Source: an optimization exercise on an open RTL-to-GDS flow (aim: small area). Production flows keep margins and buffers that such runs may drop.
Function was checked by simulation only, so behaviour that the tests miss may differ from the original.

==> willow <==
// oregon_core
module oregon_core (
    input  wire        clk,
    input  wire        rst,
    input  wire        pulse_valid,
    input  wire [23:0] pulse_d,
    input  wire        cmd_valid,
    input  wire [31:0] cmd,
    output reg         rsp_valid,
    output wire [3:0]  rsp_status,
    output reg  [31:0] rsp_data
);
    localparam [23:0] T_MIN   = 24'd50;
    localparam [23:0] T_SPLIT = 24'd750;
    localparam [23:0] T_MAX   = 24'd1400;
    localparam        REG_CAP = 10;
    localparam [2:0] ST_OK = 3'd0, ST_EMPTY = 3'd1, ST_FULL = 3'd2,
                     ST_BUSY = 3'd3, ST_ILLEGAL = 3'd4, ST_BADARG = 3'd5;
    localparam [1:0] P_SYNC = 2'd0, P_IDENT = 2'd1, P_BODY = 2'd2, P_COMPLETE = 2'd3;
    integer i, k;
    reg  [19:0] sl_meta;               
    reg  [7:0]  inc;                   
    reg  [3:0]  ctrl;                  
    reg  [23:0] pq_buf [0:31];
    reg  [4:0]  pq_wr, pq_rd;
    reg         pq_full;
    reg  [1:0]  bq_buf [0:31];
    reg  [4:0]  bq_wr, bq_rd;
    reg         bq_full;
    reg         dec_cur, dec_hc, dec_first;
    reg  [1:0]  par_state;
    reg  [3:0]  par_nib;
    reg  [1:0]  par_sub;
    reg  [5:0]  par_idx;
    reg         par_bitpar;
    reg         par_matchv;
    reg  [3:0]  par_match;
    reg  [7:0]  par_mlen;
    reg  [7:0]  par_acc;               
    reg  [3:0]  msg [0:31];
    reg         res_done, res_cksok;
    reg  [7:0]  res_calc, res_recv;
    reg  [3:0]  res_slot;
    reg  [7:0]  res_len;
    reg  [31:0] reg_id  [0:REG_CAP-1];
    reg  [7:0]  reg_ch  [0:REG_CAP-1];
    reg  [7:0]  reg_len [0:REG_CAP-1];
    reg  [3:0]  reg_nf  [0:REG_CAP-1];
    reg  [127:0] reg_fld [0:REG_CAP-1];
    reg  [3:0]  reg_count;
    reg  [31:0] id_stage;
    reg  [127:0] fstage;
    reg         pq_ovf, bq_ovf;
    reg  [15:0] cnt [0:7];
    reg  [2:0]  rsp_st;
    assign rsp_status = {1'b0, rsp_st};
    wire [7:0] op = cmd[31:24];
    reg  [23:0] arg_mask;
    always @* begin
        case (op)
  ...
==> flow/config.mk <==
export PLATFORM = sky130hd
export DESIGN_NAME = oregon_core
export DESIGN_NICKNAME = oregon_core
export VERILOG_FILES = /design/flow/design.v
export SDC_FILE = /design/flow/constraint.sdc
export NUM_CORES = 4
export LEC_CHECK = 0
export CAP_MARGIN = 20
export CORE_MARGIN = 2
export CORE_UTILIZATION = 45
export PLACE_DENSITY = 0.72
export SLEW_MARGIN = 20
==> flow/constraint.sdc <==
create_clock -name core_clock -period 15.0 [get_ports {clk}]
set_input_delay 3.0000 -clock core_clock [delete_from_list [all_inputs] [get_ports {clk}]]
set_output_delay 3.0000 -clock core_clock [all_outputs]
set_load 0.01 [all_outputs]
standard.sh (not shown) runs the stock make flow with config.mk's settings and CLKGATE_MAP_FILE= SYNTH_SCRIPT=/design/flow/synth_recipe.tcl, a recipe that flattens the netlist after the stock synthesis.
==> flow/flow/run.sh <==
#!/bin/bash
# Own layout flow: the standard flow (standard.sh) with these changes:
#  * synthesis maps the logic with an area-oriented ABC script (flow/abc_area.script)
#    instead of ORFS's delay-oriented one; everything else in the synthesis, including
#    the flip-flop mapping and naming, is synth_recipe.tcl unchanged;
#  * clock tree synthesis clusters up to 25 sinks per clkbuf_16 leaf buffer, without dummy loads;
#  * ports are buffered with buf_1 cells.
# Each tool's output goes to the ORFS logs under orfs/logs; make's output to flow_make.log.
set -euo pipefail
W=$(pwd)
F=$W/flow

# ORFS's synth.tcl with only the ABC script replaced
sed 's#^\(  *\)log_cmd abc {\*}\$abc_args#\1set abc_args [lreplace $abc_args 1 1 '"$F"'/abc_area.script]\n\1log_cmd abc {*}$abc_args#' \
    "$FLOW_HOME/scripts/synth.tcl" > "$W/synth_area.tcl"
grep -q "abc_area.script" "$W/synth_area.tcl"
# The standard flow's synthesis script, sourcing that copy
sed 's#source \$::env(SCRIPTS_DIR)/synth.tcl#source '"$W"'/synth_area.tcl#' "$W/synth_recipe.tcl" > "$W/synth_own.tcl"
grep -q "synth_area.tcl" "$W/synth_own.tcl"

# standard.sh with the synthesis script swapped
sed 's#SYNTH_SCRIPT=[^ ]*#SYNTH_SCRIPT='"$W"'/synth_own.tcl#' "$W/standard.sh" > "$W/own.sh"
grep -q "synth_own.tcl" "$W/own.sh"

CTS="-sink_clustering_enable -repair_clock_nets -sink_clustering_size 25 -sink_clustering_max_diameter 100 -buf_list sky130_fd_sc_hd__clkbuf_16 -dont_use_dummy_load"
bash "$W/own.sh" "CTS_ARGS=$CTS" "BUFFER_PORTS_ARGS=-buffer_cell sky130_fd_sc_hd__buf_1" finish > "$W/flow_make.log" 2>&1
test -s "$W/out/final.def"
==> flow/flow/abc_area.script <==
&get -n
&st
&dch
&nf -R 1000 -p -C 32 -F 8 -A 8
&put
==> delta (differences from willow) <==
==> flow/run.sh (new file) <==
#!/bin/bash
# synth_recipe.tcl (not shown) runs the flow's synth.tcl, then flattens the netlist and writes it again
# the make line also repeats each setting of config.mk as NAME=value (left out here)
make -C /OpenROAD-flow-scripts/flow DESIGN_CONFIG=/design/flow/config.mk WORK_HOME=/design/flow/orfs CLKGATE_MAP_FILE= SYNTH_SCRIPT=/design/flow/synth_recipe.tcl finish
Settings changed: CTS_BUF_LIST set to sky130_fd_sc_hd__clkbuf_16, CTS_CLUSTER_DIAMETER set to 100, CTS_CLUSTER_SIZE set to 25, PLACE_DENSITY 0.72 to 0.6.
removed: flow/flow/run.sh
removed: flow/flow/abc_area.script
removed: flow/standard.sh
==> run summary <==
                                                                                                         delta                    willow
Status                                                                                   complete, no violations   complete, no violations
Floorplan die width                                                                                     545.0 um                  525.2 um
Via count of the first global-routing pass                                                                82,980                    74,800
Cell with the largest stage delay on the worst path                                     sky130_fd_sc_hd__mux2i_2  sky130_fd_sc_hd__o21ai_1
Final cycle utilization of the critical path                                                              0.8161                    0.7993
Proportion of layout cells with a drive suffix above 1                                                   0.09684                   0.07755
Mean instance size in the synthesized netlist                                                          15.13 um2                 17.03 um2
Highest achievable clock rate                                                                          81.69 MHz                 83.41 MHz
Multi-input logic cell count                                                                               4,811                     3,932
Clock latency on the worst-skew pair                                                                     0.94 ns                   0.91 ns
Clock Skew                                                                                            0.08916 ns                0.09125 ns
Global-route wire length before repair                                                                  722.2 mm                  591.1 mm
Hold slack                                                                                             0.4782 ns                 0.4835 ns
Post-synthesis share of cell area spent on full adders, half adders and majority gates                  0.005587                  0.006018
Most Frequent Cell on Critical Path                                                       sky130_fd_sc_hd__buf_4  sky130_fd_sc_hd__nand2_1
Final instance area                                                                                  143,800 um2               134,200 um2
Post-placement setup slack                                                                              1.848 ns                  2.051 ns
Worst flop-to-flop path startpoint                                                          par_idx[0]$_DFFE_PP_        pq_rd[4]$_DFFE_PP_
Net Count, Synth                                                                                           8,819                     7,296
TAP cells                                                                                                  3,900                     3,570
Total die area                                                                                       297,000 um2               275,800 um2
Filler instances                                                                                          24,490                    22,050
Basic-gate share of the synthesized area counting and, or, nand and nor cells                            0.07637                   0.06787
Non-Clock Buffer Count                                                                                       474                       403

-- static timing again, ports no longer ideal --
Ports are ideal in the flow. The routed layouts listed here were re-timed in OpenROAD. Step 1 (the two cells are an assumption about what drives the block):
set clk [get_ports {clk}]
set_driving_cell -lib_cell sky130_fd_sc_hd__clkbuf_16 $clk
set_driving_cell -lib_cell sky130_fd_sc_hd__buf_2 [delete_from_list [all_inputs] $clk]
Step 2 moves the port delays by t, midway between the first and last clock arrival at a register: inputs arrive t later, outputs are due t later. That takes back most of the time a late clock gives input paths. Three values: no drivers, after step 1, after step 2; two values: the first two.
| run | t, ns | slack for setup (ns) | worst setup path at the end |
|---|---|---|---|
| willow | 0.964 | 3.011 / 3.069 / 2.105 | input to register |
| delta | 0.992 | 2.758 / 2.836 / 1.844 | input to register |
After both steps every run listed still meets setup and hold. For delta, which loses most, drivers alone change the setup slack by +0.078 ns; drivers and shift together by -0.914 ns.
